This design comes from an exercise in tuning for small area on the open sky130 flow, not from production work.
In this exercise RTL edits were held to simulation tests only and were not proved equivalent to the original.
No driver is modelled on the clock port, so clocking that relies on it looks cheaper here than on a real chip.
Power is estimated from default activity; no workload was simulated.

==> design.v <==
module fm_divider #(
    parameter NW = 24,           
    parameter DW = 16            
) (
    input  wire          clk,
    input  wire          rst_n,
    input  wire          start,
    input  wire [NW-1:0] num,
    input  wire [DW-1:0] den,
    output reg  [NW-1:0] quo,
    output reg           done
);
    localparam CW = $clog2(NW + 1);
    reg  [DW-1:0] rem;
    reg  [DW-1:0] den_r;
    reg  [CW-1:0] cnt;
    reg           busy;
    wire [DW:0]   trial = {rem, quo[NW-1]};
    wire          fits  = trial >= {1'b0, den_r};
    wire [DW:0]   diff  = trial - {1'b0, den_r};
    always @(posedge clk) begin
        if (!rst_n) begin
            rem   <= {DW{1'b0}};
            den_r <= {DW{1'b0}};
            quo   <= {NW{1'b0}};
            cnt   <= {CW{1'b0}};
            busy  <= 1'b0;
            done  <= 1'b0;
        end else begin
            done <= 1'b0;
            if (start) begin
                rem   <= {DW{1'b0}};
                den_r <= den;
                quo   <= num;
                cnt   <= NW[CW-1:0];
                busy  <= 1'b1;
            end else if (busy) begin
                rem <= fits ? diff[DW-1:0] : trial[DW-1:0];
                quo <= {quo[NW-2:0], fits};
                cnt <= cnt - 1'b1;
                if (cnt == 1) begin
                    busy <= 1'b0;
                    done <= 1'b1;
                end
            end
        end
    end
endmodule
module flowmeter_core (
    input  wire       clk,
    input  wire       rst_n,         
    input  wire       pulse_in,
    input  wire       tick_m,
    input  wire       tick_c,
    output wire       dac_clk,
    output wire       dac_data,
    output wire       dac_load,
    output wire [1:0] cstate,
    output wire       seq_fault
);
    function [24:0] seg_b;
        input [3:0] i;
        case (i)
            4'd0: seg_b = 25'd24107553;
            4'd1: seg_b = 25'd21334698;
            4'd2: seg_b = 25'd18771456;
            4'd3: seg_b = 25'd18776544;
            4'd4: seg_b = 25'd13441670;
            4'd5: seg_b = 25'd13451872;
            4'd6: seg_b = 25'd11208480;
            4'd7: seg_b = 25'd11200000;
            4'd8: seg_b = 25'd8402104;
            4'd9: seg_b = 25'd5688960;
            4'd10: seg_b = 25'd4267200;
            4'd11: seg_b = 25'd1920640;
            4'd12: seg_b = 25'd537631;
            4'd13: seg_b = 25'd896000;
            4'd14: seg_b = 25'd320512;
            4'd15: seg_b = 25'd41760;
        endcase
    endfunction
    function [11:0] seg_c;
        input [3:0] i;
        case (i)
            4'd0: seg_c = 12'd3944;
            4'd1: seg_c = 12'd3979;
            4'd2: seg_c = 12'd4029;
            4'd3: seg_c = 12'd4029;
            4'd4: seg_c = 12'd99;
            4'd5: seg_c = 12'd99;
            4'd6: seg_c = 12'd199;
            4'd7: seg_c = 12'd200;
            4'd8: seg_c = 12'd449;
            4'd9: seg_c = 12'd988;
            4'd10: seg_c = 12'd1266;
            4'd11: seg_c = 12'd1999;
            4'd12: seg_c = 12'd3280;
            4'd13: seg_c = 12'd2000;
            4'd14: seg_c = 12'd2899;
            4'd15: seg_c = 12'd3769;
        endcase
    endfunction
    function [5:0] seg_t;
        input [3:0] i;
        case (i)
            4'd0: seg_t = 6'd11;
            4'd1: seg_t = 6'd22;
            4'd2: seg_t = 6'd20;
            4'd3: seg_t = 6'd24;
            4'd4: seg_t = 6'd2;
            4'd5: seg_t = 6'd16;
            4'd6: seg_t = 6'd16;
            4'd7: seg_t = 6'd32;
            4'd8: seg_t = 6'd8;
            4'd9: seg_t = 6'd4;
            4'd10: seg_t = 6'd16;
            4'd11: seg_t = 6'd8;
            4'd12: seg_t = 6'd0;
            4'd13: seg_t = 6'd32;
            4'd14: seg_t = 6'd32;
            4'd15: seg_t = 6'd32;
        endcase
    endfunction
    function [3:0] seg_of;
        input [11:0] v;
        begin
            if (v >= 12'd2500) seg_of = 4'd0;
            else if (v >= 12'd1600) seg_of = 4'd1;
            else if (v >= 12'd1300) seg_of = 4'd2;
            else if (v >= 12'd1000) seg_of = 4'd3;
            else if (v >= 12'd800) seg_of = 4'd4;
            else if (v >= 12'd700) seg_of = 4'd5;
            else if (v >= 12'd575) seg_of = 4'd7;
            else if (v >= 12'd500) seg_of = 4'd6;
            else if (v >= 12'd350) seg_of = 4'd7;
            else if (v >= 12'd250) seg_of = 4'd8;
            else if (v >= 12'd160) seg_of = 4'd9;
            else if (v >= 12'd100) seg_of = 4'd10;
            else if (v >= 12'd60) seg_of = 4'd11;
            else if (v >= 12'd35) seg_of = 4'd12;
            else if (v >= 12'd20) seg_of = 4'd13;
            else if (v >= 12'd10) seg_of = 4'd14;
            else if (v >= 12'd5) seg_of = 4'd15;
            else seg_of = 4'd0;
        end
    endfunction
    function [2:0] t3_of;
        input [23:0] v;
        begin
            if (v <= 24'd7)       t3_of = 3'd7;
            else if (v <= 24'd9)  t3_of = 3'd6;
            else if (v <= 24'd11) t3_of = 3'd5;
            else if (v <= 24'd13) t3_of = 3'd4;
            else if (v <= 24'd18) t3_of = 3'd3;
            else if (v <= 24'd27) t3_of = 3'd2;
            else if (v <= 24'd55) t3_of = 3'd1;
            else                  t3_of = 3'd0;
        end
    endfunction
    localparam [1:0] S_IDLE = 2'd0, S_DIV = 2'd1, S_CODE = 2'd2, S_DAC = 2'd3;
    reg         pin_prev;
    reg         inh;
    reg  [1:0]  st;
    reg  [2:0]  t3;
    reg  [23:0] mt;          
    reg  [11:0] ct;          
    reg  [15:0] pc;          
    reg         nz;          
    reg  [23:0] snap;        
    reg         dclk, ddata, dload;
    assign dac_clk   = dclk;
    assign dac_data  = ddata;
    assign dac_load  = dload;
    assign seq_fault = 1'b0;
    assign cstate    = {inh, ~inh & nz};
    wire        capture = ~inh & pulse_in & ~pin_prev;
    wire        scode   = (st == S_CODE);
    wire [12:0] mt_lo1  = {1'b0, mt[11:0]} + 13'd1;
    wire [11:0] mt_hi1  = mt[23:12] + {11'd0, scode | mt_lo1[12]};   
    wire [23:0] mt_inc  = {mt_hi1, mt_lo1[11:0]} | {{16{&mt}}, 8'd0};
    wire [11:0] ct_inc  = ct + 12'd1;
    wire        trip    = ct[11] & (ct[10:8] != 3'd0);
    wire [11:0] avg     = snap[11:0];
    wire        hi      = (snap[23:12] != 12'd0);           
    wire        sathi   = ~hi & (avg < 12'd5);              
    wire        sat     = hi | (avg >= 12'd4000) | sathi;   
    wire [3:0]  seg     = seg_of(avg);
    wire        inv     = (seg == 4'd12);
    wire [24:0] b_c     = seg_b(seg);
    wire [11:0] c_c     = sat ? (sathi ? 12'd4095 : 12'd37) : seg_c(seg);
    wire [5:0]  t_c     = seg_t(seg);
    wire [6:0]  cnt     = ct[6:0];
    wire [4:0]  step    = cnt[6:1] - 5'd1;                  
    wire        bbit    = b_c[5'd24 - step] & ~sat;
    wire        div1    = (st == S_DIV);
    wire [16:0] trial   = div1 ? {mt[15:0], snap[23]} : {4'd0, mt[11:0], bbit};
    wire [16:0] dv      = div1 ? {1'b0, pc} : {5'd0, avg};
    wire [17:0] ddiff   = {1'b0, trial} - {1'b0, dv};
    wire        fits    = ~ddiff[17];
    wire [15:0] rem_nx  = fits ? ddiff[15:0] : trial[15:0];
    wire        qb      = (fits ^ inv) & ~sat;
    wire [4:0]  cidx    = 5'd19 - step;
    wire        cbit    = (step >= 5'd8) & (step < 5'd20) & c_c[cidx[3:0]];
    wire        carry   = ({1'b0, pc[4:0]} >= t_c) & ~sat;
    always @(posedge clk) begin
        pin_prev <= pulse_in;
        if (!rst_n) begin
            inh   <= 1'b1;
            st    <= S_IDLE;
            t3    <= 3'd0;
            dclk  <= 1'b0;
            ddata <= 1'b0;
            dload <= 1'b1;
        end else begin
            case (st)
                S_IDLE: begin
                    if (inh) begin
                        inh <= 1'b0;
                        mt  <= 24'd0;
                        ct  <= {1'b0, t3, 8'd0};
                        pc  <= 16'd0;
                        nz  <= 1'b0;
                    end else if (trip) begin
                        inh <= 1'b1;
                        st  <= S_DIV;
                        ct  <= 12'd0;
                        mt  <= 24'd0;
                    end else begin
                        if (capture) begin
                            snap <= mt;
                            nz   <= 1'b1;
                            if (nz && pc != 16'hFFFE) pc <= pc + 16'd1;
                        end
                        if (tick_m) mt <= mt_inc;
                        if (tick_c) ct <= ct_inc;
                    end
                end
                S_DIV: begin
                    mt[15:0] <= rem_nx;
                    snap     <= {snap[22:0], fits};
                    ct       <= ct_inc;
                    if (cnt == 7'd23) begin
                        st <= S_CODE;
                        ct <= 12'd0;
                    end
                end
                S_CODE: begin
                    ct <= ct_inc;
                    if (cnt == 7'd0) begin
                        t3 <= t3_of(snap);
                        mt <= 24'd0;
                    end else if (cnt == 7'd52) begin
                        if (carry) mt[23:12] <= mt_hi1;
                        st <= S_DAC;
                        ct <= 12'd0;
                    end else if (cnt[6:1] != 6'd0) begin
                        if (!cnt[0]) begin
                            mt[11:0] <= rem_nx[11:0];
                            if (step < 5'd20) mt[23:12] <= {mt[22:12], qb};
                            else              pc[4:0]   <= {pc[3:0], qb};
                        end else if (cbit) begin
                            mt[23:12] <= mt_hi1;
                        end
                    end
                end
                default: begin
                    ct <= ct_inc;
                    if (cnt[5:2] != 4'd12) begin
                        case (cnt[1:0])
                            2'd0: dclk  <= 1'b0;
                            2'd1: ddata <= mt[23];
                            2'd2: dclk  <= 1'b1;
                            default: mt[23:12] <= {mt[22:12], 1'b0};
                        endcase
                    end else begin
                        case (cnt[1:0])
                            2'd0: dclk  <= 1'b0;
                            2'd1: dload <= 1'b0;
                            2'd2: dload <= 1'b1;
                            default: st <= S_IDLE;
                        endcase
                    end
                end
            endcase
        end
    end
endmodule
==> run.sh <==
#!/bin/bash
# synth_recipe.tcl (not shown) runs the flow's synth.tcl, then flattens the netlist and writes it again
# the make line also repeats each setting of config.mk as NAME=value (left out here)
make -C /OpenROAD-flow-scripts/flow DESIGN_CONFIG=/design/flow/config.mk WORK_HOME=/design/flow/orfs CLKGATE_MAP_FILE= SYNTH_SCRIPT=/design/flow/synth_recipe.tcl finish
==> config.mk <==
export PLATFORM = sky130hd
export DESIGN_NAME = flowmeter_core
export DESIGN_NICKNAME = flowmeter_core
export VERILOG_FILES = /design/flow/design.v
export SDC_FILE = /design/flow/constraint.sdc
export NUM_CORES = 4
export LEC_CHECK = 0
export ABC_AREA = 1
export CAP_MARGIN = 20
export CORE_MARGIN = 2
export CORE_UTILIZATION = 65
export CTS_BUF_LIST = sky130_fd_sc_hd__clkbuf_4 sky130_fd_sc_hd__clkbuf_8
export SLEW_MARGIN = 20
==> constraint.sdc <==
create_clock -name core_clock -period 18.0 [get_ports {clk}]
set_input_delay 3.6000 -clock core_clock [delete_from_list [all_inputs] [get_ports {clk}]]
set_output_delay 3.6000 -clock core_clock [all_outputs]
set_load 0.01 [all_outputs]
==> results of run 1 <==
cells by family (layout without fill, tap and decap cells):
family / count (synthesis) / in the layout
muxes: 1 / 1
adders and majority gates: 48 / 48
other: 1 / 1
and+or+nand+nor: 505 / 505
DFF: 87 / 87
AOI/OAI and AO/OA: 267 / 267
buffers and inverters: 210 / 203
xor gates and xnor gates: 31 / 31
through the flow:
| step | area [um^2] | power [W] |
|---|---|---|
| floorplan | 8050 | 0.00117 |
| CTS | 8380 | 0.00156 |
| global placement | 8190 | 0.00141 |
| global route | 8390 | 0.00172 |
| finish | 8390 | 0.00159 |
| detailed placement | 8190 | 0.00142 |
worst min-delay path, delay by kind of cell, from the launching register on:
kind                   cells  cell delay (ns)
AO/OA/AOI/OAI              1             0.05
flip-flops                 1             0.32
buffers and inverters      1             0.05
cell usage after synthesis (8+ instances only):
cell	instances	area, um^2
nand2_1	243	912
inv_1	164	616
nor2_1	117	439
o21ai_0	106	531
a21oi_1	78	390
edfxtp_1	77	2310
nand3_1	57	285
ha_1	47	588
nor3_1	28	140
xor2_1	24	210
clkbuf_1	20	75.1
nand4_1	19	119
a31oi_1	12	75.1
dfxtp_1	10	200
o22ai_1	9	56.3
buf_2	8	40.0
inv_2	8	30.0
routing by layer:
metal  global-route usage [%]  wire length (um)
met1                     48.6              9730
met2                     56.0             10300
met3                     6.54              2150
met4                     11.6               647
met5                        0                 0
state kept, by name (all words and copies together), names as in the netlist:
signal / count
ddata: 1
st: 2
snap: 24
t3: 3
pc: 16
nz: 1
ct: 12
pin_prev: 1
inh: 1
dload: 1
dclk: 1
mt: 24
final cells by class:
class	count	area (um^2)	share of cell area [%]
clock buffers	10	131	1.57
clock inverters	6	53.8	0.641
inverters	176	663	7.90
multi-input cells	853	4710	56.2
flip-flops and latches	87	2510	29.9
well taps	168	210	2.51
repair buffers	11	105	1.25
where the power goes:
group	leakage, nW	total [W]	switching (W)	internal [W]
Sequential	0.826	0.000443	0.000105	0.000338
Combinational	2.63	0.00101	0.000682	0.000331
Clock	0.0928	0.000135	0.0000806	0.0000542
Total	3.55	0.00159	0.000867	0.000723
how the worst max path moves through the flow:
| stage | from | endpoint | slack (ns) | cells past startpoint |
|---|---|---|---|---|
| 2_1_floorplan | snap[8]$_DFFE_PP_ | mt[14]$_DFFE_PP_ | 12.69 | 46 |
| 3_3_place_gp | snap[3]$_DFFE_PP_ | mt[13]$_DFFE_PP_ | 11.46 | 41 |
| 3_5_place_dp | snap[11]$_DFFE_PP_ | mt[13]$_DFFE_PP_ | 11.53 | 37 |
| 4_1_cts | snap[11]$_DFFE_PP_ | mt[13]$_DFFE_PP_ | 11.45 | 37 |
| 5_1_grt | snap[4]$_DFFE_PP_ | mt[13]$_DFFE_PP_ | 10.82 | 38 |
| 6_report | snap[9]$_DFFE_PP_ | mt[13]$_DFFE_PP_ | 11.30 | 37 |
==> flow_metrics.py, run 1 <==
metrics = {
    "worst_setup_path": {
        "crit_family": "simple AND/OR/NAND/NOR gates",
        "crit_top_cell": "nand2_1",
        "crit_arrival_ns": 6.81,
        "reg2regPathDepth": 37,
        "cp_max_fo": 23,
        "crit_path_max_incr_delay_ns": 0.61,
        "critPathKind": "flip-flop to flip-flop",
        "endpoint_kind": "flip-flop",
        "r2r-start": "snap[9]$_DFFE_PP_",
        "r2r_slack_ns": 11.30,
        "r2r_end": "mt[13]$_DFFE_PP_",
        "cp_slowest_cell": "nand2_1",
        "cp.required_ns": 18.11,
        "start_kind": "flip-flop",
        "path_buf_inv": 4,
    },
    "cts": {
        "post_cts_buffers": 0,
        "cts.repair.resized": 0,
        "cts_tree": "yes",
        "clock_latency_ns": 0.39,
        "clk_pin_slew_ns": 0.10,
        "ctsLongestPathBuffers": 2,
        "cts_made_buffers": 9,
        "cts_max_level": 3,
        "cts_hold_buf": 0,
        "cts_root_buf": "clkbuf_8",
        "clock_sinks": 87,
    },
    "yosys": {
        "yosysUniqueCellTypes": 67,
        "synth_fa_ha_area_share_pct": 7.56,
        "synth_compound_area_share_pct": 19.5,
        "avgSynthCellArea_um2": 7.00,
        "synth_top_flop_cell": "edfxtp_1",
        "syn_area_um2": 8050,
        "synth_xor_area_share_pct": 3.37,
        "synth_enable_flop_cells": 77,
        "synth-seq-area-share_pct": 31.2,
        "synthMuxAreaShare_pct": 0.124,
        "synth_top_family_by_area": "simple AND/OR/NAND/NOR gates",
        "synth_nets": 1203,
        "synthCells": 1150,
        "yosys_warnings": 1,
        "synthArstFlopShare_pct": 0,
        "synth-seq-cells": 87,
        "yosys.area_share.simple_pct": 27.7,
    },
    "floorplan": {
        "row_count": 40,
        "io_pins": 11,
        "die-area_um2": 13300,
        "start_util_pct": 66.7,
        "die-height_um": 115,
        "core_area_um2": 12100,
        "chipWidth_um": 115,
    },
    "timing": {
        "max-slew-margin-rel_pct": 28.6,
        "setup_tns_ns": 0,
        "worstMarginPinSlew_ns": 1.07,
        "layout_min_cycle_time_ns": 6.70,
        "hold_viol": 0,
        "fin_skew_ns": 0.0169,
        "setup_ws_ns": 11.30,
        "whs_ns": 0.456,
        "setup_violations": 0,
        "drv_slew": 0,
        "timing.fmax_ghz": 0.149,
        "fin_crit_sh_pct": 37.2,
        "rsz0062_at_grt": "false",
    },
    "routing": {
        "wire_per_inst_um": 17.4,
        "dr_total_vias": 8071,
        "drc": 0,
        "via_per_inst": 6.16,
        "firstDrtPassIters": 8,
        "ant_nets": 0,
        "totalWireLength_mm": 22.8,
        "dr.first_iter.drc_count": 1216,
    },
    "final_layout": {
        "nets": 1191,
        "layout_commonest_cell": "nand2_1",
        "drive_gt1_share_pct": 5.60,
        "num_antenna_cells": 0,
        "final_util_pct": 69.6,
        "area_growth_pct": 4.26,
        "instances_no_fill": 1311,
        "fill_cells": 1039,
        "layout_common_cells": "nand2_1 (243), inv_1 (164), nor2_1 (117)",
    },
    "power_and_ir_drop": {
        "ir_worst_vdd_v": 0.000107,
        "pwr_density_cell_nw_per_um2": 190,
        "p_leak_nw": 3.55,
    },
    "grt": {
        "antenna_found_initial": 0,
        "grt_pass1_wl_mm": 36.9,
        "grt_max_degree": 82,
        "grtUsageTotal_pct": 35.2,
        "overflow": 0,
        "grt_pass1_vias": 7398,
    },
    "place": {
        "dp_hpwl_mm": 17.5,
        "preCtsSetupSlack_ns": 11.53,
        "dp.cells": 1295,
        "place.gp.congestion": 1.01,
        "numPortBuffers": 9,
    },
    "worst_hold_path": {
        "hold_path.class": "flip-flop to flip-flop",
        "min_to": "ddata$_SDFFE_PN0P_",
        "min_path_cells": 2,
        "worstHoldStart": "ddata$_SDFFE_PN0P_",
    },
    "run_status": {
        "status": "no timing/DRC/antenna violations",
    },
    "flow_run": {
        "cap_violations": 0,
    },
}
==> run 2: changes to the inputs <==
--- a/config.mk
+++ b/config.mk
@@ -9,5 +9,5 @@
 export CAP_MARGIN = 20
 export CORE_MARGIN = 2
 export CORE_UTILIZATION = 65
-export CTS_BUF_LIST = sky130_fd_sc_hd__clkbuf_4 sky130_fd_sc_hd__clkbuf_8
+export CTS_BUF_LIST = sky130_fd_sc_hd__clkbuf_8
 export SLEW_MARGIN = 20
==> flow_metrics.py, run 2 <==
metrics = {
    "run_status": {
        "status": "no timing/DRC/antenna violations",
    },
    "power_and_ir_drop": {
        "p_leak_nw": 3.55,
        "power_w": 0.00159,
        "ir_worst_vdd_v": 0.000108,
        "pwr_density_cell_nw_per_um2": 189,
    },
    "place": {
        "place.gp.congestion": 1.01,
        "dp_hpwl_mm": 17.5,
        "numPortBuffers": 9,
    },
    "worst_setup_path": {
        "crit_path_max_incr_delay_ns": 0.60,
        "cp.required_ns": 18.11,
        "start_kind": "flip-flop",
        "critPathKind": "flip-flop to flip-flop",
        "r2r_slack_ns": 11.30,
        "cp_slowest_cell": "nand2_1",
        "cp_max_fo": 23,
        "endpoint_kind": "flip-flop",
        "crit_arrival_ns": 6.81,
        "crit_top_cell": "nand2_1",
    },
    "final_layout": {
        "layout_commonest_cell": "nand2_1",
        "reg.largest.list": "mt x24, snap x24, pc x16",
        "nets": 1191,
        "layout_common_cells": "nand2_1 (243), inv_1 (165), nor2_1 (117)",
        "drive_gt1_share_pct": 5.51,
        "num_antenna_cells": 0,
        "final_util_pct": 69.5,
        "area_growth_pct": 4.21,
    },
    "grt": {
        "grtUsageTotal_pct": 35.1,
        "overflow": 0,
        "antenna_found_initial": 0,
        "grt_pass1_vias": 7375,
        "grt_pass1_wl_mm": 36.8,
        "grt_max_degree": 82,
    },
    "timing": {
        "hold_viol": 0,
        "setup_tns_ns": 0,
        "fin_crit_sh_pct": 37.2,
        "timing.fmax_ghz": 0.149,
        "drv_slew": 0,
        "rsz0062_at_grt": "false",
        "max-slew-margin-rel_pct": 28.8,
        "setup_violations": 0,
        "layout_min_cycle_time_ns": 6.70,
        "worstMarginPinSlew_ns": 1.07,
        "whs_ns": 0.460,
        "fin_skew_ns": 0.0125,
    },
    "cts": {
        "cts_max_level": 3,
        "ctsLongestPathBuffers": 2,
        "post_cts_buffers": 0,
        "cts_tree": "yes",
        "clk_pin_slew_ns": 0.10,
        "cts_made_buffers": 9,
        "clock_sinks": 87,
        "cts_root_buf": "clkbuf_8",
        "cts_hold_buf": 0,
        "cts.repair.resized": 0,
        "clock_latency_ns": 0.38,
    },
    "flow_run": {
        "cap_violations": 0,
    },
    "yosys": {
        "synth_top_cell_area_share_pct": 28.7,
        "synthArstFlopShare_pct": 0,
        "avgSynthCellArea_um2": 7.00,
        "synth_enable_flop_cells": 77,
        "synth_nets": 1203,
        "synthCells": 1150,
        "syn_area_um2": 8050,
        "post_synth_main_area_contributors": "edfxtp_1 (29%), nand2_1 (11%), inv_1 (7.7%), ha_1 (7.3%), o21ai_0 (6.6%)",
        "yosysUniqueCellTypes": 67,
        "post-synth-top-count-cell": "nand2_1",
        "synth-seq-area-share_pct": 31.2,
        "synth-seq-cells": 87,
        "synthTopCellsByCount": "nand2_1 (243), inv_1 (164), nor2_1 (117)",
        "yosys_warnings": 1,
        "synth_top_cell_by_area": "edfxtp_1",
        "synth_top_flop_cell": "edfxtp_1",
    },
    "routing": {
        "dr.first_iter.drc_count": 1243,
        "totalWireLength_mm": 22.8,
        "ant_nets": 0,
        "firstDrtPassIters": 7,
        "dr_total_vias": 8079,
        "via_per_inst": 6.16,
        "wire_per_inst_um": 17.4,
        "drc": 0,
    },
    "floorplan": {
        "chipWidth_um": 115,
        "io_pins": 11,
        "start_util_pct": 66.7,
        "die-area_um2": 13300,
        "die-height_um": 115,
        "core_area_um2": 12100,
        "row_count": 40,
    },
    "worst_hold_path": {
        "hold_path.class": "flip-flop to flip-flop",
    },
}
==> run 2: cell counts after synthesis <==
Identical to the previous run, type by type.
==> run 2: worst paths after layout <==
kind                      start                  to  cells past startpoint
max           snap[9]$_DFFE_PP_    mt[13]$_DFFE_PP_                     37
max reg2reg   snap[9]$_DFFE_PP_    mt[13]$_DFFE_PP_                     37
min reg2reg  ddata$_SDFFE_PN0P_  ddata$_SDFFE_PN0P_                      2
min          ddata$_SDFFE_PN0P_  ddata$_SDFFE_PN0P_                      2
==> run 2: cells by family (layout without fill, tap and decap cells) <==
| group | count (synthesis) | count (layout) | synth area share, % |
|---|---|---|---|
| AO/OA/AOI/OAI | 267 | 267 | 19.5 |
| multiplexers | 1 | 1 | 0.124 |
| XOR/XNOR | 31 | 31 | 3.37 |
| AND/OR/NAND/NOR | 505 | 505 | 27.7 |
| buffers and inverters | 210 | 203 | 10.4 |
| adder cells (fa/ha/maj) | 48 | 48 | 7.56 |
| flip-flops | 87 | 87 | 31.2 |
| other | 1 | 1 | 0.0466 |
==> run 2: layout make-up <==
type | count | area (um^2)
repair buffers | 11 | 105
fillers | 1041 | 3680
well taps | 168 | 210
clock buffers | 9 | 124
inverters | 176 | 663
flip-flops and latches | 87 | 2510
multi-input cells | 853 | 4710
clock inverters | 7 | 57.6
==> run 2: per-layer routing <==
layer	vias up	GRT usage [%]	wire, um
li1	3865	-	-
met1	3680	48.7	9620
met2	459	56.1	10200
met3	75	6.17	2250
met4	0	11.2	670
met5	-	0	0
==> run 2: per-stage QoR <==
step,setup slack [ns],instance area (um^2),std cells
floorplan,12.69,8050,1150
global placement,11.46,8190,1295
detailed placement,11.53,8190,1295
CTS,11.45,8380,1311
global route,10.82,8390,1311
finish,11.30,8390,1311
==> run 2: critical path, delay by kind of cell, from the launching register on <==
| kind | cells | cell delay (ns) |
|---|---|---|
| adders and majority gates | 2 | 0.54 |
| and+or+nand+nor | 20 | 2.39 |
| buffers and inverters | 4 | 0.90 |
| AOI/OAI and AO/OA | 11 | 2.00 |
| DFF | 1 | 0.58 |
==> run 2: power by group <==
group	leakage, nW	internal, W	switching, W
registers	0.826	0.000338	0.000105
clock network	0.0935	0.0000521	0.0000802
logic	2.63	0.000330	0.000680
total	3.55	0.000721	0.000865
==> run 3: changes to the inputs <==
--- a/design.v
+++ b/design.v
@@ -61,22 +61,22 @@
     function [24:0] seg_b;
         input [3:0] i;
         case (i)
-            4'd0: seg_b = 25'd24107553;
-            4'd1: seg_b = 25'd21334698;
+            4'd0: seg_b = 25'd24107584;
+            4'd1: seg_b = 25'd21337088;
             4'd2: seg_b = 25'd18771456;
-            4'd3: seg_b = 25'd18776544;
-            4'd4: seg_b = 25'd13441670;
-            4'd5: seg_b = 25'd13451872;
-            4'd6: seg_b = 25'd11208480;
+            4'd3: seg_b = 25'd18776576;
+            4'd4: seg_b = 25'd13441672;
+            4'd5: seg_b = 25'd13453376;
+            4'd6: seg_b = 25'd11206784;
             4'd7: seg_b = 25'd11200000;
-            4'd8: seg_b = 25'd8402104;
-            4'd9: seg_b = 25'd5688960;
-            4'd10: seg_b = 25'd4267200;
-            4'd11: seg_b = 25'd1920640;
-            4'd12: seg_b = 25'd537631;
+            4'd8: seg_b = 25'd8400896;
+            4'd9: seg_b = 25'd5688832;
+            4'd10: seg_b = 25'd4268032;
+            4'd11: seg_b = 25'd1921024;
+            4'd12: seg_b = 25'd537600;
             4'd13: seg_b = 25'd896000;
             4'd14: seg_b = 25'd320512;
-            4'd15: seg_b = 25'd41760;
+            4'd15: seg_b = 25'd41984;
         endcase
     endfunction
     function [11:0] seg_c;
@@ -97,28 +97,28 @@
             4'd12: seg_c = 12'd3280;
             4'd13: seg_c = 12'd2000;
             4'd14: seg_c = 12'd2899;
-            4'd15: seg_c = 12'd3769;
+            4'd15: seg_c = 12'd3768;
         endcase
     endfunction
     function [5:0] seg_t;
         input [3:0] i;
         case (i)
             4'd0: seg_t = 6'd11;
-            4'd1: seg_t = 6'd22;
+            4'd1: seg_t = 6'd23;
             4'd2: seg_t = 6'd20;
             4'd3: seg_t = 6'd24;
             4'd4: seg_t = 6'd2;
-            4'd5: seg_t = 6'd16;
-            4'd6: seg_t = 6'd16;
+            4'd5: seg_t = 6'd18;
+            4'd6: seg_t = 6'd13;
             4'd7: seg_t = 6'd32;
-            4'd8: seg_t = 6'd8;
-            4'd9: seg_t = 6'd4;
-            4'd10: seg_t = 6'd16;
-            4'd11: seg_t = 6'd8;
+            4'd8: seg_t = 6'd3;
+            4'd9: seg_t = 6'd3;
+            4'd10: seg_t = 6'd21;
+            4'd11: seg_t = 6'd12;
             4'd12: seg_t = 6'd0;
             4'd13: seg_t = 6'd32;
             4'd14: seg_t = 6'd32;
-            4'd15: seg_t = 6'd32;
+            4'd15: seg_t = 6'd24;
         endcase
     endfunction
     function [3:0] seg_of;
--- a/config.mk
+++ b/config.mk
@@ -6,8 +6,8 @@
 export NUM_CORES = 4
 export LEC_CHECK = 0
 export ABC_AREA = 1
-export CAP_MARGIN = 20
+export CAP_MARGIN = 0
 export CORE_MARGIN = 2
 export CORE_UTILIZATION = 65
 export CTS_BUF_LIST = sky130_fd_sc_hd__clkbuf_8
-export SLEW_MARGIN = 20
+export SLEW_MARGIN = 0
==> flow_metrics.py, run 3 <==
metrics = {
    "yosys": {
        "synthArstFlopShare_pct": 0,
        "synth-seq-cells": 87,
        "synth_nets": 1188,
        "post-synth-top-count-cell": "nand2_1",
        "synthTopCellsByCount": "nand2_1 (268), inv_1 (162), nor2_1 (98)",
        "yosysUniqueCellTypes": 63,
        "synth_top_cell_area_share_pct": 28.9,
        "synth_enable_flop_cells": 77,
        "syn_area_um2": 7990,
        "post_synth_main_area_contributors": "edfxtp_1 (29%), nand2_1 (13%), ha_1 (7.7%), inv_1 (7.6%), o21ai_0 (5.6%)",
        "synth_top_flop_cell": "edfxtp_1",
        "synthCells": 1133,
        "synth_top_cell_by_area": "edfxtp_1",
        "synth-seq-area-share_pct": 31.4,
        "avgSynthCellArea_um2": 7.05,
        "yosys_warnings": 1,
    },
    "run_status": {
        "status": "no timing/DRC/antenna violations",
    },
    "final_layout": {
        "instances_no_fill": 1275,
        "area_growth_pct": 4.49,
        "drive_gt1_share_pct": 6.12,
        "num_antenna_cells": 0,
        "nets": 1178,
        "final_util_pct": 69.5,
        "layout_commonest_cell": "nand2_1",
        "reg.largest.list": "mt x24, snap x24, pc x16",
        "layout_common_cells": "nand2_1 (268), inv_1 (162), nor2_1 (98)",
    },
    "routing": {
        "via_per_inst": 6.16,
        "drc": 0,
        "totalWireLength_mm": 22.4,
        "firstDrtPassIters": 6,
        "dr_total_vias": 7859,
        "dr.first_iter.drc_count": 1157,
        "ant_nets": 0,
        "wire_per_inst_um": 17.6,
    },
    "power_and_ir_drop": {
        "power_frac_clock_pct": 10.6,
        "p_leak_nw": 3.61,
        "ir_worst_vdd_v": 0.000117,
        "power_w": 0.00141,
        "p_int_w": 0.000672,
        "swShare_pct": 52.4,
        "pwr_density_cell_nw_per_um2": 169,
        "switchingPower_w": 0.000741,
        "pwr-share-comb_pct": 60.5,
        "power_frac_seq_pct": 28.9,
    },
    "worst_setup_path": {
        "r2r-start": "snap[9]$_DFFE_PP_",
        "crit_path_max_incr_delay_ns": 0.59,
        "crit_arrival_ns": 6.60,
        "crit_family": "simple AND/OR/NAND/NOR gates",
        "crit_top_cell": "nand2_1",
        "r2r_slack_ns": 11.54,
        "reg2regPathDepth": 41,
        "critPathKind": "flip-flop to flip-flop",
        "cp_max_fo": 25,
        "cp-startpoint": "snap[9]$_DFFE_PP_",
        "start_kind": "flip-flop",
        "cp_slowest_cell": "edfxtp_1",
        "cp-endpoint": "mt[1]$_DFFE_PP_",
        "path_buf_inv": 6,
        "cp.required_ns": 18.14,
        "crit_cells": 41,
        "r2r_end": "mt[1]$_DFFE_PP_",
        "endpoint_kind": "flip-flop",
    },
    "timing": {
        "fin_crit_sh_pct": 35.9,
        "setup_violations": 0,
        "hold_viol": 0,
        "worstMarginPinSlew_ns": 1.12,
        "rsz0062_at_grt": "false",
        "drv_slew": 0,
        "max-slew-margin-rel_pct": 25.4,
        "setup_ws_ns": 11.54,
        "setup_tns_ns": 0,
        "layout_min_cycle_time_ns": 6.46,
        "timing.fmax_ghz": 0.155,
        "fin_skew_ns": 0.0151,
    },
    "grt": {
        "antenna_found_initial": 0,
        "grtUsageTotal_pct": 35.3,
        "overflow": 0,
        "grt_pass1_wl_mm": 36.8,
        "grt_max_degree": 73,
        "grt_busiest_layer": "met2",
        "grt_util_met2_pct": 57.5,
        "met3_usage_pct": 4.16,
        "grt_pass1_vias": 7439,
        "gr-usage-met1_pct": 47.5,
    },
    "cts": {
        "clock_latency_ns": 0.39,
        "cts_max_level": 3,
        "clock_sinks": 87,
        "cts_made_buffers": 9,
        "post_cts_buffers": 0,
        "ctsLongestPathBuffers": 2,
        "cts_hold_buf": 0,
        "cts.repair.resized": 0,
        "clk_pin_slew_ns": 0.10,
        "cts_root_buf": "clkbuf_8",
        "cts_tree": "yes",
    },
    "place": {
        "numPortBuffers": 9,
        "dp_hpwl_mm": 17.2,
        "dp.cells": 1259,
        "preCtsSetupSlack_ns": 11.61,
        "place.gp.congestion": 0.963,
    },
    "floorplan": {
        "die-height_um": 115,
        "chipWidth_um": 115,
        "core_area_um2": 12000,
        "io_pins": 11,
        "die-area_um2": 13200,
        "row_count": 40,
        "start_util_pct": 66.5,
    },
    "flow_run": {
        "cap_violations": 0,
    },
    "worst_hold_path": {
        "hold_path.class": "flip-flop to flip-flop",
    },
}
[run 3: changes by cell type after synthesis, sizes merged, moves of 3 or more]
cell,delta
a21oi,-5
a2bb2oi,+3
nand3,-9
nand2,+26
o21ai,-14
o221ai,-3
nand4,-6
a221oi,+3
o22ai,+5
o31ai,+5
a31oi,+6
nor2,-19
[run 3: worst min-delay path by stage]
stage | start | to | cells after the start
after floorplan | t3[0]$_SDFFE_PN0P_ | t3[0]$_SDFFE_PN0P_ | 2
after global placement | ddata$_SDFFE_PN0P_ | ddata$_SDFFE_PN0P_ | 2
after detailed placement | ddata$_SDFFE_PN0P_ | ddata$_SDFFE_PN0P_ | 2
after CTS | ddata$_SDFFE_PN0P_ | ddata$_SDFFE_PN0P_ | 2
after global routing | ddata$_SDFFE_PN0P_ | ddata$_SDFFE_PN0P_ | 2
final | ddata$_SDFFE_PN0P_ | ddata$_SDFFE_PN0P_ | 2
[run 3: stage by stage]
step	area, um^2	hold WS (ns)
floorplan	7990	0.451
global placement	8140	0.436
detailed placement	8140	0.439
CTS	8350	0.455
global route	8350	0.472
finish	8350	0.452
[run 3: cells by family after synthesis]
| family | count (synthesis) | synth area share [%] |
|---|---|---|
| AO/OA/AOI/OAI | 263 | 19.6 |
| XOR/XNOR | 31 | 3.40 |
| adder cells (fa/ha/maj) | 50 | 7.92 |
| buffers and inverters | 206 | 10.3 |
| flip-flops | 87 | 31.4 |
| other | 1 | 0.0469 |
| AND/OR/NAND/NOR | 495 | 27.3 |
[run 3: worst register-to-register path: cells and delay by family (launching register included)]
family | cells | cell delay [ns]
AND/OR/NAND/NOR | 23 | 2.58
adder cells (fa/ha/maj) | 2 | 0.48
AO/OA/AOI/OAI | 10 | 1.70
buffers and inverters | 6 | 0.86
flip-flops | 1 | 0.59
[run 3: final cells by class]
type / instances / area [um^2]
multi-input cells: 840 / 4670
fillers: 1034 / 3660
flip-flops and latches: 87 / 2510
inverters: 172 / 648
well taps: 147 / 184
clock buffers: 9 / 124
repair buffers: 13 / 120
clock inverters: 7 / 86.3
[run 3: per-layer routing]
metal	part of all wire [%]	wire length, um
met5	0	0
met4	3.5	776
met3	7.8	1750
met2	46	10400
met1	42	9500
[run 3: power groups by stage]
| stage | logic (W) | registers (W) | clock network [W] |
|---|---|---|---|
| after floorplan | 0.000659 | 0.000373 | 0 |
| after global placement | 0.000823 | 0.000408 | 0 |
| after detailed placement | 0.000831 | 0.000410 | 0 |
| after CTS | 0.000838 | 0.000405 | 0.000151 |
| after global routing | 0.000962 | 0.000416 | 0.000157 |
| final | 0.000855 | 0.000408 | 0.000150 |
==> run 4: changes to the inputs <==
--- a/config.mk
+++ b/config.mk
@@ -10,4 +10,5 @@
 export CORE_MARGIN = 2
 export CORE_UTILIZATION = 65
 export CTS_BUF_LIST = sky130_fd_sc_hd__clkbuf_8
+export GPL_TIMING_DRIVEN = 0
 export SLEW_MARGIN = 0
==> flow_metrics.py, run 4 <==
metrics = {
    "place": {
        "place.gp.congestion": 0.963,
        "numPortBuffers": 9,
        "dp_hpwl_mm": 17.7,
    },
    "power_and_ir_drop": {
        "ir_worst_vdd_v": 0.000105,
        "pwr_density_cell_nw_per_um2": 170,
        "p_leak_nw": 3.69,
    },
    "yosys": {
        "post-synth-top-count-cell": "nand2_1",
        "synth_enable_flop_cells": 77,
        "synth-seq-area-share_pct": 31.4,
        "avgSynthCellArea_um2": 7.05,
        "synth_top_flop_cell": "edfxtp_1",
        "synth_nets": 1188,
        "post_synth_main_area_contributors": "edfxtp_1 (29%), nand2_1 (13%), ha_1 (7.7%), inv_1 (7.6%), o21ai_0 (5.6%)",
        "synthCells": 1133,
        "synthTopCellsByCount": "nand2_1 (268), inv_1 (162), nor2_1 (98)",
        "synth_top_cell_area_share_pct": 28.9,
        "synth_top_cell_by_area": "edfxtp_1",
        "yosys_warnings": 1,
        "synth-seq-cells": 87,
        "synthArstFlopShare_pct": 0,
        "syn_area_um2": 7990,
        "yosysUniqueCellTypes": 63,
    },
    "cts": {
        "cts_hold_buf": 0,
        "clock_latency_ns": 0.39,
        "cts_max_level": 3,
        "cts_made_buffers": 9,
        "cts.repair.resized": 0,
        "clk_pin_slew_ns": 0.11,
        "clock_sinks": 87,
        "cts_tree": "yes",
        "cts_root_buf": "clkbuf_8",
        "post_cts_buffers": 0,
        "ctsLongestPathBuffers": 2,
    },
    "worst_setup_path": {
        "start_kind": "flip-flop",
        "path_buf_inv": 7,
        "crit_path_max_incr_delay_ns": 0.54,
        "critPathKind": "flip-flop to flip-flop",
        "crit_family": "simple AND/OR/NAND/NOR gates",
        "endpoint_kind": "flip-flop",
        "crit_top_cell": "nand2_1",
        "cp_max_fo": 9,
        "cp.required_ns": 18.28,
        "cp_slowest_cell": "edfxtp_1",
        "crit_arrival_ns": 6.79,
    },
    "timing": {
        "worstMarginPinSlew_ns": 1.11,
        "layout_min_cycle_time_ns": 6.52,
        "hold_viol": 0,
        "drv_slew": 0,
        "setup_tns_ns": 0,
        "fin_skew_ns": 0.0161,
        "setup_violations": 0,
        "max-slew-margin-rel_pct": 26.0,
        "timing.fmax_ghz": 0.153,
        "fin_crit_sh_pct": 36.2,
        "rsz0062_at_grt": "false",
    },
    "grt": {
        "overflow": 0,
        "grtUsageTotal_pct": 35.9,
        "grt_max_degree": 18,
        "grt_pass1_vias": 7549,
        "grt_pass1_wl_mm": 37.2,
        "antenna_found_initial": 0,
    },
    "run_status": {
        "status": "no timing/DRC/antenna violations",
    },
    "routing": {
        "totalWireLength_mm": 22.9,
        "dr_total_vias": 7968,
        "dr.first_iter.drc_count": 923,
        "wire_per_inst_um": 17.5,
        "drc": 0,
        "via_per_inst": 6.09,
        "firstDrtPassIters": 7,
        "ant_nets": 0,
    },
    "floorplan": {
        "row_count": 40,
        "io_pins": 11,
        "die-area_um2": 13200,
        "start_util_pct": 66.5,
        "die-height_um": 115,
        "core_area_um2": 12000,
        "chipWidth_um": 115,
    },
    "final_layout": {
        "reg.largest.list": "mt x24, snap x24, pc x16",
        "final_util_pct": 71.0,
        "nets": 1211,
        "num_antenna_cells": 0,
        "drive_gt1_share_pct": 6.98,
        "layout_common_cells": "nand2_1 (268), inv_1 (162), nor2_1 (98)",
        "layout_commonest_cell": "nand2_1",
        "area_growth_pct": 6.67,
    },
    "flow_run": {
        "cap_violations": 0,
    },
    "worst_hold_path": {
        "hold_path.class": "flip-flop to flip-flop",
    },
}
run 4: cell counts after synthesis:
Identical to the previous run, type by type.
run 4: layer usage:
layer / track usage (%) / wire [um] / vias up
li1: - / - / 3873
met1: 47.9 / 9640 / 3601
met2: 58.4 / 10500 / 408
met3: 4.80 / 1910 / 86
met4: 16.2 / 844 / 0
met5: 0 / 0 / -
run 4: cell type report:
cell class,instances,area (um^2)
Fill cell,1050,3490
Buffer,34,176
Clock buffer,9,124
Timing Repair Buffer,12,120
Sequential cell,87,2510
Inverter,172,648
Clock inverter,7,86.3
Multi-Input combinational cell,840,4670
Tap cell,147,184
run 4: metrics by stage:
| stage | setup WS (ns) | hold slack (ns) | instances | instance area [um^2] | total power [W] |
|---|---|---|---|---|---|
| 6_report | 11.48 | 0.452 | 1308 | 8520 | 0.00145 |
| 5_1_grt | 10.81 | 0.470 | 1308 | 8520 | 0.00157 |
| 4_1_cts | 11.55 | 0.454 | 1308 | 8520 | 0.00143 |
| 3_5_place_dp | 11.61 | 0.439 | 1292 | 8310 | 0.00127 |
| 3_3_place_gp | 10.45 | 0.439 | 1289 | 8260 | 0.00125 |
| 2_1_floorplan | 12.03 | 0.451 | 1133 | 7990 | 0.00103 |
run 4: final timing paths:
| path | from | endpoint | slack, ns | cells after the start |
|---|---|---|---|---|
| setup reg to reg | snap[10]$_DFFE_PP_ | mt[14]$_DFFE_PP_ | 11.48 | 56 |
| hold reg to reg | ddata$_SDFFE_PN0P_ | ddata$_SDFFE_PN0P_ | 0.45 | 2 |
| hold / removal | ddata$_SDFFE_PN0P_ | ddata$_SDFFE_PN0P_ | 0.45 | 2 |
| setup / recovery | snap[10]$_DFFE_PP_ | mt[14]$_DFFE_PP_ | 11.48 | 56 |
run 4: logic make-up after synthesis:
kind of cell	count (synthesis)	share of synthesized area, %
compound gates	263	19.6
simple gates	495	27.3
flops	87	31.4
xor+xnor	31	3.40
fa+ha+maj	50	7.92
other cells	1	0.0469
buf+inv	206	10.3
run 4: report_power, final:
group          switching, W  internal (W)  total, W
combinational      0.000608      0.000294  0.000902
sequential        0.0000691      0.000325  0.000394
clock             0.0000854     0.0000676  0.000153
total              0.000763      0.000686   0.00145
run 4: worst min-delay path, cell delays in order, from the launching register on:
cell and delay [ns]:
dfxtp_1 0.32, inv_1 0.05, a21oi_1 0.05
==> run 5: changes to the inputs <==
--- a/config.mk
+++ b/config.mk
@@ -6,9 +6,8 @@
 export NUM_CORES = 4
 export LEC_CHECK = 0
 export ABC_AREA = 1
-export CAP_MARGIN = 0
+export CAP_MARGIN = 20
 export CORE_MARGIN = 2
 export CORE_UTILIZATION = 65
 export CTS_BUF_LIST = sky130_fd_sc_hd__clkbuf_8
-export GPL_TIMING_DRIVEN = 0
-export SLEW_MARGIN = 0
+export SLEW_MARGIN = 20
==> flow_metrics.py, run 5 <==
metrics = {
    "worst_hold_path": {
        "hold_path.class": "flip-flop to flip-flop",
        "worstHoldStart": "ddata$_SDFFE_PN0P_",
        "min_path_cells": 2,
        "min_to": "ddata$_SDFFE_PN0P_",
    },
    "yosys": {
        "synth_enable_flop_cells": 77,
        "yosys_warnings": 1,
        "synth-seq-area-share_pct": 31.4,
        "synthCells": 1133,
        "synth_top_cell_area_share_pct": 28.9,
        "post-synth-top-count-cell": "nand2_1",
        "post_synth_main_area_contributors": "edfxtp_1 (29%), nand2_1 (13%), ha_1 (7.7%), inv_1 (7.6%), o21ai_0 (5.6%)",
        "yosysUniqueCellTypes": 63,
        "synth-seq-cells": 87,
        "synthArstFlopShare_pct": 0,
        "syn_area_um2": 7990,
        "synth_top_flop_cell": "edfxtp_1",
        "synth_top_cell_by_area": "edfxtp_1",
        "synthTopCellsByCount": "nand2_1 (268), inv_1 (162), nor2_1 (98)",
        "avgSynthCellArea_um2": 7.05,
        "synth_nets": 1188,
    },
    "final_layout": {
        "fill_cells": 1033,
        "drive_gt1_share_pct": 6.21,
        "area_growth_pct": 4.54,
        "num_antenna_cells": 0,
        "layout_common_cells": "nand2_1 (268), inv_1 (162), nor2_1 (98)",
        "nets": 1178,
        "layout_commonest_cell": "nand2_1",
        "reg.largest.list": "mt x24, snap x24, pc x16",
        "seq_area_um2": 2510,
        "multiInputGateArea_um2": 4680,
    },
    "worst_setup_path": {
        "reg2regPathDepth": 41,
        "endpoint_kind": "flip-flop",
        "start_kind": "flip-flop",
        "crit_arrival_ns": 6.64,
        "cp_slowest_cell": "edfxtp_1",
        "crit_top_cell": "nand2_1",
        "critPathKind": "flip-flop to flip-flop",
        "r2r-start": "snap[9]$_DFFE_PP_",
        "cp.required_ns": 18.14,
        "r2r_slack_ns": 11.50,
        "path_buf_inv": 6,
        "cp_max_fo": 25,
        "crit_path_max_incr_delay_ns": 0.58,
        "r2r_end": "mt[1]$_DFFE_PP_",
        "crit_family": "simple AND/OR/NAND/NOR gates",
    },
    "place": {
        "dp_hpwl_mm": 17.2,
        "place.gp.congestion": 0.963,
        "numPortBuffers": 9,
    },
    "cts": {
        "cts.repair.resized": 0,
        "cts_root_buf": "clkbuf_8",
        "post_cts_buffers": 0,
        "cts_made_buffers": 9,
        "cts_max_level": 3,
        "clock_sinks": 87,
        "cts_hold_buf": 0,
        "ctsLongestPathBuffers": 2,
        "clock_latency_ns": 0.38,
        "cts_tree": "yes",
        "clk_pin_slew_ns": 0.10,
    },
    "power_and_ir_drop": {
        "ir_worst_vdd_v": 0.000116,
        "pwr_density_cell_nw_per_um2": 169,
        "p_leak_nw": 3.61,
        "power_w": 0.00142,
    },
    "timing": {
        "setup_violations": 0,
        "setup_tns_ns": 0,
        "hold_viol": 0,
        "max-slew-margin-rel_pct": 40.2,
        "worstMarginPinSlew_ns": 0.890,
        "fin_crit_sh_pct": 36.1,
        "drv_slew": 0,
        "rsz0062_at_grt": "false",
        "layout_min_cycle_time_ns": 6.50,
        "timing.fmax_ghz": 0.154,
        "fin_skew_ns": 0.0138,
    },
    "floorplan": {
        "start_util_pct": 66.5,
        "chipWidth_um": 115,
        "row_count": 40,
        "die-height_um": 115,
        "core_area_um2": 12000,
        "io_pins": 11,
        "die-area_um2": 13200,
    },
    "flow_run": {
        "cap_violations": 0,
    },
    "grt": {
        "overflow": 0,
        "grt_pass1_vias": 7439,
        "grt_max_degree": 73,
        "grt_pass1_wl_mm": 36.8,
        "antenna_found_initial": 0,
        "grtUsageTotal_pct": 35.3,
    },
    "routing": {
        "dr.first_iter.drc_count": 1166,
        "via_per_inst": 6.20,
        "totalWireLength_mm": 22.5,
        "firstDrtPassIters": 6,
        "wire_per_inst_um": 17.6,
        "dr_total_vias": 7909,
        "ant_nets": 0,
        "drc": 0,
    },
    "run_status": {
        "status": "no timing/DRC/antenna violations",
    },
}
## run 5: cell count changes in the layout (fill, tap and decap cells not counted), moves of 3 or more
| cell | before | now |
|---|---|---|
| clkbuf_1 | 19 | 0 |
| buf_6 | 3 | 0 |
| buf_2 | 6 | 0 |
| buf_4 | 7 | 4 |
## run 5: metrics by stage
step,cells,hold WS [ns],utilization (%),area [um^2],worst slack [ns]
5_1_grt,1275,0.472,69.5,8350,10.96
4_1_cts,1275,0.455,69.5,8350,11.59
6_report,1275,0.452,69.5,8350,11.50
3_3_place_gp,1259,0.436,67.8,8140,11.73
3_5_place_dp,1259,0.439,67.8,8140,11.61
2_1_floorplan,1133,0.451,-,7990,12.03
## run 5: per-layer routing
metal,share of wire (%),track usage [%]
met1,42,47.5
met2,46,57.5
met3,8.7,4.16
met4,3.8,15.5
met5,0,0
## run 5: area by class of cell
| cell class | count | share of cell area [%] |
|---|---|---|
| Sequential cell | 87 | 30.1 |
| Tap cell | 147 | 2.20 |
| Timing Repair Buffer | 13 | 1.44 |
| Clock buffer | 9 | 1.48 |
| Inverter | 172 | 7.76 |
| Multi-Input combinational cell | 840 | 56.0 |
| Clock inverter | 7 | 1.03 |
## run 5: power breakdown
group | internal, W | switching [W]
clock network | 0.0000673 | 0.0000824
logic | 0.000280 | 0.000578
registers | 0.000325 | 0.0000829
total | 0.000673 | 0.000743
## run 5: kinds of logic (layout without fill, tap and decap cells)
group,count (synthesis),after routing,share of synthesized area [%]
AND/OR/NAND/NOR,495,495,27.3
AO/OA/AOI/OAI,263,263,19.6
buffers and inverters,206,201,10.3
flip-flops,87,87,31.4
adder cells (fa/ha/maj),50,50,7.92
XOR/XNOR,31,31,3.40
other,1,1,0.0469
## run 5: worst reg2reg max path: cells and delay by family, from the launching register on
family / cells / cell delay, ns
AO/OA/AOI/OAI: 10 / 1.75
flip-flops: 1 / 0.58
adder cells (fa/ha/maj): 2 / 0.48
buffers and inverters: 6 / 0.86
AND/OR/NAND/NOR: 23 / 2.59
## run 5: worst max-delay path by stage
stage                            startpoint           endpoint  cells after the start
final                     snap[9]$_DFFE_PP_    mt[1]$_DFFE_PP_                     41
after global routing      snap[6]$_DFFE_PP_    mt[1]$_DFFE_PP_                     42
after CTS                 snap[6]$_DFFE_PP_    mt[1]$_DFFE_PP_                     42
after detailed placement  snap[6]$_DFFE_PP_    mt[1]$_DFFE_PP_                     42
after global placement    snap[9]$_DFFE_PP_    mt[1]$_DFFE_PP_                     41
after floorplan                       rst_n  snap[0]$_DFFE_PP_                      2
==> run 6: changes to the inputs <==
==> flow/run.sh (new file) <==
#!/bin/bash
set -euo pipefail
export CTS_ARGS="-sink_clustering_enable -repair_clock_nets -buf_list sky130_fd_sc_hd__clkbuf_8 -dont_use_dummy_load"
bash standard.sh > standard.log 2>&1
==> standard.sh (new file) <==
#!/bin/bash
# synth_recipe.tcl (not shown) runs the flow's synth.tcl, then flattens the netlist and writes it again
# the make line also repeats each setting of config.mk as NAME=value (left out here)
make -C /OpenROAD-flow-scripts/flow DESIGN_CONFIG=/design/flow/config.mk WORK_HOME=/design/flow/orfs CLKGATE_MAP_FILE= SYNTH_SCRIPT=/design/flow/synth_recipe.tcl "${@:-finish}"
removed: run.sh
==> flow_metrics.py, run 6 <==
metrics = {
    "place": {
        "numPortBuffers": 9,
        "place.gp.congestion": 0.963,
        "dp_hpwl_mm": 17.2,
        "placedInstanceArea_um2": 8140,
    },
    "flow_run": {
        "cap_violations": 0,
    },
    "cts": {
        "cts_tree": "yes",
        "cts_hold_buf": 0,
        "clock_sinks": 87,
        "post_cts_buffers": 0,
        "cts_root_buf": "clkbuf_8",
        "cts_max_level": 3,
        "cts.repair.resized": 0,
        "clock_latency_ns": 0.39,
        "clk_pin_slew_ns": 0.10,
        "cts_made_buffers": 9,
        "ctsLongestPathBuffers": 2,
    },
    "floorplan": {
        "core_area_um2": 12000,
        "start_util_pct": 66.5,
        "chipWidth_um": 115,
        "io_pins": 11,
        "die-area_um2": 13200,
        "die-height_um": 115,
        "row_count": 40,
    },
    "worst_hold_path": {
        "hold_path.class": "flip-flop to flip-flop",
        "min_path_cells": 2,
    },
    "worst_setup_path": {
        "cp_slowest_cell": "edfxtp_1",
        "cp.required_ns": 18.11,
        "crit_path_max_incr_delay_ns": 0.58,
        "endpoint_kind": "flip-flop",
        "critPathKind": "flip-flop to flip-flop",
        "crit_top_cell": "nand2_1",
        "cp_max_fo": 25,
        "r2r_slack_ns": 11.51,
        "crit_arrival_ns": 6.60,
        "reg2regPathDepth": 41,
        "start_kind": "flip-flop",
    },
    "routing": {
        "totalWireLength_mm": 22.3,
        "dr_total_vias": 7812,
        "dr.first_iter.drc_count": 1096,
        "drc": 0,
        "via_per_inst": 6.16,
        "wire_per_inst_um": 17.6,
        "ant_nets": 0,
        "firstDrtPassIters": 6,
    },
    "final_layout": {
        "area_growth_pct": 3.46,
        "reg.largest.list": "mt x24, snap x24, pc x16",
        "nets": 1178,
        "layout_commonest_cell": "nand2_1",
        "drive_gt1_share_pct": 5.62,
        "final_util_pct": 68.8,
        "layout_common_cells": "nand2_1 (268), inv_1 (162), nor2_1 (98)",
        "num_antenna_cells": 0,
        "final_cell_area_um2": 8270,
    },
    "yosys": {
        "syn_area_um2": 7990,
        "synth_top_flop_cell": "edfxtp_1",
        "synth-seq-area-share_pct": 31.4,
        "yosys_warnings": 1,
        "post_synth_main_area_contributors": "edfxtp_1 (29%), nand2_1 (13%), ha_1 (7.7%), inv_1 (7.6%), o21ai_0 (5.6%)",
        "avgSynthCellArea_um2": 7.05,
        "synthTopCellsByCount": "nand2_1 (268), inv_1 (162), nor2_1 (98)",
        "synthCells": 1133,
        "synth_nets": 1188,
        "synthArstFlopShare_pct": 0,
        "synth_top_cell_area_share_pct": 28.9,
        "post-synth-top-count-cell": "nand2_1",
        "synth_top_cell_by_area": "edfxtp_1",
        "synth-seq-cells": 87,
        "synth_enable_flop_cells": 77,
        "yosysUniqueCellTypes": 63,
    },
    "power_and_ir_drop": {
        "switchingPower_w": 0.000721,
        "p_leak_nw": 3.57,
        "pwr-share-comb_pct": 62.2,
        "pwr_density_cell_nw_per_um2": 166,
        "power_frac_seq_pct": 29.7,
        "power_frac_clock_pct": 8.1,
        "p_int_w": 0.000650,
        "ir_worst_vdd_v": 0.000116,
        "swShare_pct": 52.6,
    },
    "timing": {
        "rsz0062_at_grt": "false",
        "max-slew-margin-rel_pct": 40.3,
        "whs_ns": 0.453,
        "drv_slew": 0,
        "timing.fmax_ghz": 0.154,
        "setup_violations": 0,
        "setup_tns_ns": 0,
        "layout_min_cycle_time_ns": 6.49,
        "worstMarginPinSlew_ns": 0.890,
        "hold_viol": 0,
        "fin_crit_sh_pct": 36.0,
        "fin_skew_ns": 0.0346,
    },
    "grt": {
        "grt_pass1_vias": 7387,
        "grt_pass1_wl_mm": 36.6,
        "grtUsageTotal_pct": 35.1,
        "overflow": 0,
        "antenna_found_initial": 0,
        "grt_max_degree": 73,
    },
    "run_status": {
        "status": "no timing/DRC/antenna violations",
    },
}
==> run 6: cell counts after synthesis <==
Identical to the previous run, type by type.
==> run 6: cells by family after synthesis <==
logic type               Yosys count  share of synthesized area, %
AND/OR/NAND/NOR                  495                          27.3
AO/OA/AOI/OAI                    263                          19.6
buffers and inverters            206                          10.3
flip-flops                        87                          31.4
adder cells (fa/ha/maj)           50                          7.92
XOR/XNOR                          31                          3.40
other                              1                        0.0469
==> run 6: metrics by stage <==
step	setup slack, ns	power [W]	instances
after global routing	10.95	0.00149	1268
after CTS	11.59	0.00135	1268
final	11.51	0.00137	1268
after detailed placement	11.61	0.00124	1259
after floorplan	12.03	0.00103	1133
after global placement	11.73	0.00123	1259
==> run 6: power groups by stage <==
stage | Clock (W) | Sequential, W | Combinational [W]
detailed placement | 0 | 0.000410 | 0.000831
floorplan | 0 | 0.000373 | 0.000659
finish | 0.000110 | 0.000408 | 0.000853
global route | 0.000116 | 0.000416 | 0.000962
CTS | 0.000110 | 0.000405 | 0.000836
global placement | 0 | 0.000408 | 0.000823
==> run 6: critical path, delay by kind of cell, from the launching register on <==
family,cells,cell delay [ns]
compound gates,10,1.71
fa+ha+maj,2,0.48
buf+inv,6,0.85
flops,1,0.58
simple gates,23,2.58
==> run 6: cell type report <==
cell class	instances	area [um^2]
multi-input combinational	840	4680
fill	1055	3740
sequential	87	2510
inverter	172	648
tap	147	184
clock buffer	9	124
timing repair buffer	13	120
==> run 6: worst paths after layout <==
kind	start	end
setup / recovery	snap[9]$_DFFE_PP_	mt[1]$_DFFE_PP_
hold / removal	ddata$_SDFFE_PN0P_	ddata$_SDFFE_PN0P_
setup reg to reg	snap[9]$_DFFE_PP_	mt[1]$_DFFE_PP_
hold reg to reg	ddata$_SDFFE_PN0P_	ddata$_SDFFE_PN0P_
==> run 6: per-layer routing <==
layer	global-route usage, %	part of all wire, %	up-vias	routed length, um
li1	-	-	3799	-
met5	0	0	-	0
met3	4.27	8.0	68	1790
met1	47.6	42	3559	9360
met4	16.2	4.1	0	907
met2	56.4	46	386	10200
==> run 7: changes to the inputs <==
==> flow/run.sh (replaced) <==
#!/bin/bash
# Layout flow: the standard flow (standard.sh) with two changes.
#  1. After the standard synthesis, the combinational logic between the
#     registers is re-mapped by ABC for area (flow/reopt.abc); the registers
#     (their names and cells) are kept exactly as the standard synthesis made
#     them, only the gates between them change.
#  2. Clock tree synthesis runs without dummy loads.
# Each tool's output goes to a log file in this folder.
set -euo pipefail
export CTS_ARGS="-sink_clustering_enable -repair_clock_nets -buf_list sky130_fd_sc_hd__clkbuf_8 -dont_use_dummy_load"
bash standard.sh synth > synth.log 2>&1

R=orfs/results/${FLOW_PLATFORM}/flowmeter_core/base
LIB=${FLOW_HOME}/platforms/${FLOW_PLATFORM}/lib/sky130_fd_sc_hd__tt_025C_1v80.lib
YOSYS=${FLOW_HOME}/../tools/install/yosys/bin/yosys
DONT_USE=""
for c in sky130_fd_sc_hd__probe_p_8 sky130_fd_sc_hd__probec_p_8 sky130_fd_sc_hd__lpflow_bleeder_1 sky130_fd_sc_hd__lpflow_clkbufkapwr_1 sky130_fd_sc_hd__lpflow_clkbufkapwr_16 sky130_fd_sc_hd__lpflow_clkbufkapwr_2 sky130_fd_sc_hd__lpflow_clkbufkapwr_4 sky130_fd_sc_hd__lpflow_clkbufkapwr_8 sky130_fd_sc_hd__lpflow_clkinvkapwr_1 sky130_fd_sc_hd__lpflow_clkinvkapwr_16 sky130_fd_sc_hd__lpflow_clkinvkapwr_2 sky130_fd_sc_hd__lpflow_clkinvkapwr_4 sky130_fd_sc_hd__lpflow_clkinvkapwr_8 sky130_fd_sc_hd__lpflow_decapkapwr_12 sky130_fd_sc_hd__lpflow_decapkapwr_3 sky130_fd_sc_hd__lpflow_decapkapwr_4 sky130_fd_sc_hd__lpflow_decapkapwr_6 sky130_fd_sc_hd__lpflow_decapkapwr_8 sky130_fd_sc_hd__lpflow_inputiso0n_1 sky130_fd_sc_hd__lpflow_inputiso0p_1 sky130_fd_sc_hd__lpflow_inputiso1n_1 sky130_fd_sc_hd__lpflow_inputiso1p_1 sky130_fd_sc_hd__lpflow_inputisolatch_1 sky130_fd_sc_hd__lpflow_isobufsrc_1 sky130_fd_sc_hd__lpflow_isobufsrc_16 sky130_fd_sc_hd__lpflow_isobufsrc_2 sky130_fd_sc_hd__lpflow_isobufsrc_4 sky130_fd_sc_hd__lpflow_isobufsrc_8 sky130_fd_sc_hd__lpflow_isobufsrckapwr_16 sky130_fd_sc_hd__lpflow_lsbuf_lh_hl_isowell_tap_1 sky130_fd_sc_hd__lpflow_lsbuf_lh_hl_isowell_tap_2 sky130_fd_sc_hd__lpflow_lsbuf_lh_hl_isowell_tap_4 sky130_fd_sc_hd__lpflow_lsbuf_lh_isowell_4 sky130_fd_sc_hd__lpflow_lsbuf_lh_isowell_tap_1 sky130_fd_sc_hd__lpflow_lsbuf_lh_isowell_tap_2 sky130_fd_sc_hd__lpflow_lsbuf_lh_isowell_tap_4 sky130_fd_sc_hd__fill_1 sky130_fd_sc_hd__fill_2 sky130_fd_sc_hd__fill_4 sky130_fd_sc_hd__fill_8 ; do DONT_USE="$DONT_USE -dont_use $c"; done
cp "$R/1_2_yosys.v" reopt_in.v
cat > reopt.ys <<EOY
read_liberty -overwrite -ignore_miss_func $LIB
read_verilog reopt_in.v
hierarchy -top ${FLOW_TOP}
blackbox sky130_fd_sc_hd__edfxtp_1 sky130_fd_sc_hd__dfxtp_1 sky130_fd_sc_hd__conb_1
flatten
read_liberty -lib -overwrite -ignore_miss_func $LIB
hierarchy -top ${FLOW_TOP}
opt_clean -purge
abc -liberty $LIB $DONT_USE -script $PWD/flow/reopt.abc
opt_clean -purge
setundef -zero
hilomap -singleton -hicell sky130_fd_sc_hd__conb_1 HI -locell sky130_fd_sc_hd__conb_1 LO
insbuf -buf sky130_fd_sc_hd__buf_4 A X
splitnets
opt_clean -purge
rename -enumerate -pattern _r%_ t:* w:*
check -assert -mapped
stat -liberty $LIB
write_verilog -noattr -nohex -nodec reopt_out.v
EOY
"$YOSYS" -s reopt.ys > reopt.log 2>&1
# the registers must be exactly those of the standard synthesis
grep -oE 'sky130_fd_sc_hd__[a-z0-9_]*(df|dl)[a-z0-9_]* +[^ ]+' reopt_in.v | sort > regs_in.txt
grep -oE 'sky130_fd_sc_hd__[a-z0-9_]*(df|dl)[a-z0-9_]* +[^ ]+' reopt_out.v | sort > regs_out.txt
cmp regs_in.txt regs_out.txt
cp reopt_out.v "$R/1_2_yosys.v"
rm -f "$R/1_synth.odb" "$R/1_synth.sdc"
bash standard.sh > standard.log 2>&1
==> flow/reopt.abc (new file) <==
strash
dch
map -a
mfs2
strash
dch
map -a
==> flow_metrics.py, run 7 <==
metrics = {
    "run_status": {
        "status": "no timing/DRC/antenna violations",
    },
    "routing": {
        "drc": 0,
        "dr.first_iter.drc_count": 980,
        "firstDrtPassIters": 7,
        "totalWireLength_mm": 19.9,
        "via_per_inst": 6.54,
        "wire_per_inst_um": 18.0,
        "dr_total_vias": 7225,
        "ant_nets": 0,
    },
    "worst_setup_path": {
        "r2r_slack_ns": 8.05,
        "start_kind": "flip-flop",
        "crit_top_cell": "nand2_1",
        "r2r-start": "snap[9]$_DFFE_PP_",
        "cp-endpoint": "mt[12]$_DFFE_PP_",
        "cp-startpoint": "snap[9]$_DFFE_PP_",
        "crit_arrival_ns": 10.03,
        "cp_slowest_cell": "nor2_1",
        "reg2regPathDepth": 51,
        "r2r_end": "mt[12]$_DFFE_PP_",
        "critPathKind": "flip-flop to flip-flop",
        "cp_max_fo": 18,
        "crit_path_max_incr_delay_ns": 0.75,
        "endpoint_kind": "flip-flop",
        "cp.required_ns": 18.08,
    },
    "timing": {
        "rsz0062_at_grt": "false",
        "timing.fmax_ghz": 0.100,
        "layout_min_cycle_time_ns": 9.95,
        "fin_skew_ns": 0.0238,
        "setup_tns_ns": 0,
        "worstMarginPinSlew_ns": 0.999,
        "hold_viol": 0,
        "fin_crit_sh_pct": 55.3,
        "drv_slew": 0,
        "max-slew-margin-rel_pct": 32.8,
        "setup_violations": 0,
    },
    "grt": {
        "grt_max_degree": 84,
        "grtUsageTotal_pct": 37.2,
        "grt_pass1_vias": 6614,
        "grt_pass1_wl_mm": 32.6,
        "antenna_found_initial": 0,
        "overflow": 0,
    },
    "final_layout": {
        "num_antenna_cells": 0,
        "multiInputGateArea_um2": 3440,
        "reg.largest.list": "mt x24, snap x24, pc x16",
        "layout_commonest_cell": "nor2_1",
        "area_growth_pct": 6.44,
        "nets": 979,
        "drive_gt1_share_pct": 2.47,
        "layout_common_cells": "nor2_1 (226), clkinv_1 (163), nand2_1 (123)",
        "final_cell_area_um2": 6970,
        "seq_area_um2": 2510,
        "fill_cells": 789,
    },
    "yosys": {
        "avgSynthCellArea_um2": 6.88,
        "synth_nets": 957,
        "yosys_warnings": 1,
        "syn_area_um2": 6550,
        "synthCells": 952,
    },
    "floorplan": {
        "die-area_um2": 10900,
        "core_area_um2": 9770,
        "io_pins": 11,
        "die-height_um": 104,
        "chipWidth_um": 104,
        "start_util_pct": 67.0,
        "row_count": 36,
    },
    "cts": {
        "cts_hold_buf": 0,
        "clk_pin_slew_ns": 0.08,
        "post_cts_buffers": 0,
        "cts_root_buf": "clkbuf_8",
        "clock_latency_ns": 0.38,
        "ctsLongestPathBuffers": 2,
        "cts.repair.resized": 0,
        "clock_sinks": 87,
        "cts_tree": "yes",
        "cts_max_level": 3,
        "cts_made_buffers": 9,
    },
    "worst_hold_path": {
        "hold_path.class": "flip-flop to flip-flop",
        "min_path_cells": 2,
    },
    "power_and_ir_drop": {
        "power_frac_clock_pct": 8.3,
        "pwr_density_cell_nw_per_um2": 186,
        "pwr-share-comb_pct": 58.5,
        "power_frac_seq_pct": 33.2,
        "p_leak_nw": 2.30,
        "p_int_w": 0.000621,
        "ir_worst_vdd_v": 0.000111,
        "swShare_pct": 52.0,
        "switchingPower_w": 0.000673,
    },
    "flow_run": {
        "cap_violations": 0,
    },
    "place": {
        "dp_hpwl_mm": 15.2,
        "placedInstanceArea_um2": 6840,
        "numPortBuffers": 9,
        "place.gp.congestion": 1.06,
    },
}
[run 7: cell count changes in the layout (fill, tap and decap cells not counted), sizes merged, moves of 19 or more]
cell / before / now
nand2: 282 / 123
inv: 171 / 0
xor2: 25 / 6
clkinv: 1 / 163
nand3: 50 / 23
nor2: 106 / 227
ha: 49 / 0
[run 7: worst min path at each step]
stage	start	end	slack, ns
global route	t3[0]$_SDFFE_PN0P_	t3[0]$_SDFFE_PN0P_	0.52
global placement	dclk$_SDFFE_PN0P_	dclk$_SDFFE_PN0P_	0.48
detailed placement	dload$_SDFFE_PN1P_	dload$_SDFFE_PN1P_	0.49
floorplan	t3[0]$_SDFFE_PN0P_	t3[0]$_SDFFE_PN0P_	0.44
CTS	dclk$_SDFFE_PN0P_	dclk$_SDFFE_PN0P_	0.50
finish	t3[0]$_SDFFE_PN0P_	t3[0]$_SDFFE_PN0P_	0.50
[run 7: worst max-delay path, delay by kind of cell (launching register included)]
kind	cells	cell delay (ns)
AOI/OAI and AO/OA	21	3.93
and+or+nand+nor	21	3.28
buffers and inverters	8	1.64
DFF	1	0.45
adders and majority gates	1	0.37
[run 7: per-layer routing]
metal	part of all wire (%)	wire (um)	GRT usage, %
met1	38	7470	48.2
met2	48	9480	62.0
met3	10	2070	4.89
met4	4.5	900	17.3
met5	0	0	0
[run 7: cell type report]
class	instances	area share (%)
flip-flops and latches	87	36.0
repair buffers	13	1.72
well taps	133	2.39
multi-input cells	700	49.3
inverters	163	8.77
clock buffers	9	1.78
[run 7: power groups by stage]
| stage | clock network (W) | logic [W] | registers [W] |
|---|---|---|---|
| 2_1_floorplan | 0 | 0.000546 | 0.000401 |
| 3_3_place_gp | 0 | 0.000703 | 0.000424 |
| 3_5_place_dp | 0 | 0.000720 | 0.000430 |
| 4_1_cts | 0.000108 | 0.000726 | 0.000426 |
| 5_1_grt | 0.000115 | 0.000835 | 0.000440 |
| 6_report | 0.000108 | 0.000757 | 0.000429 |
[run 7: stage by stage]
stage	utilization (%)	hold WS, ns	cells	setup slack (ns)	total power, W
2_1_floorplan	-	0.441	952	9.92	0.000947
3_3_place_gp	69.9	0.476	1095	8.51	0.00113
3_5_place_dp	70.0	0.487	1096	8.44	0.00115
4_1_cts	71.2	0.499	1105	8.35	0.00126
5_1_grt	71.4	0.518	1105	6.94	0.00139
6_report	71.4	0.500	1105	8.05	0.00129
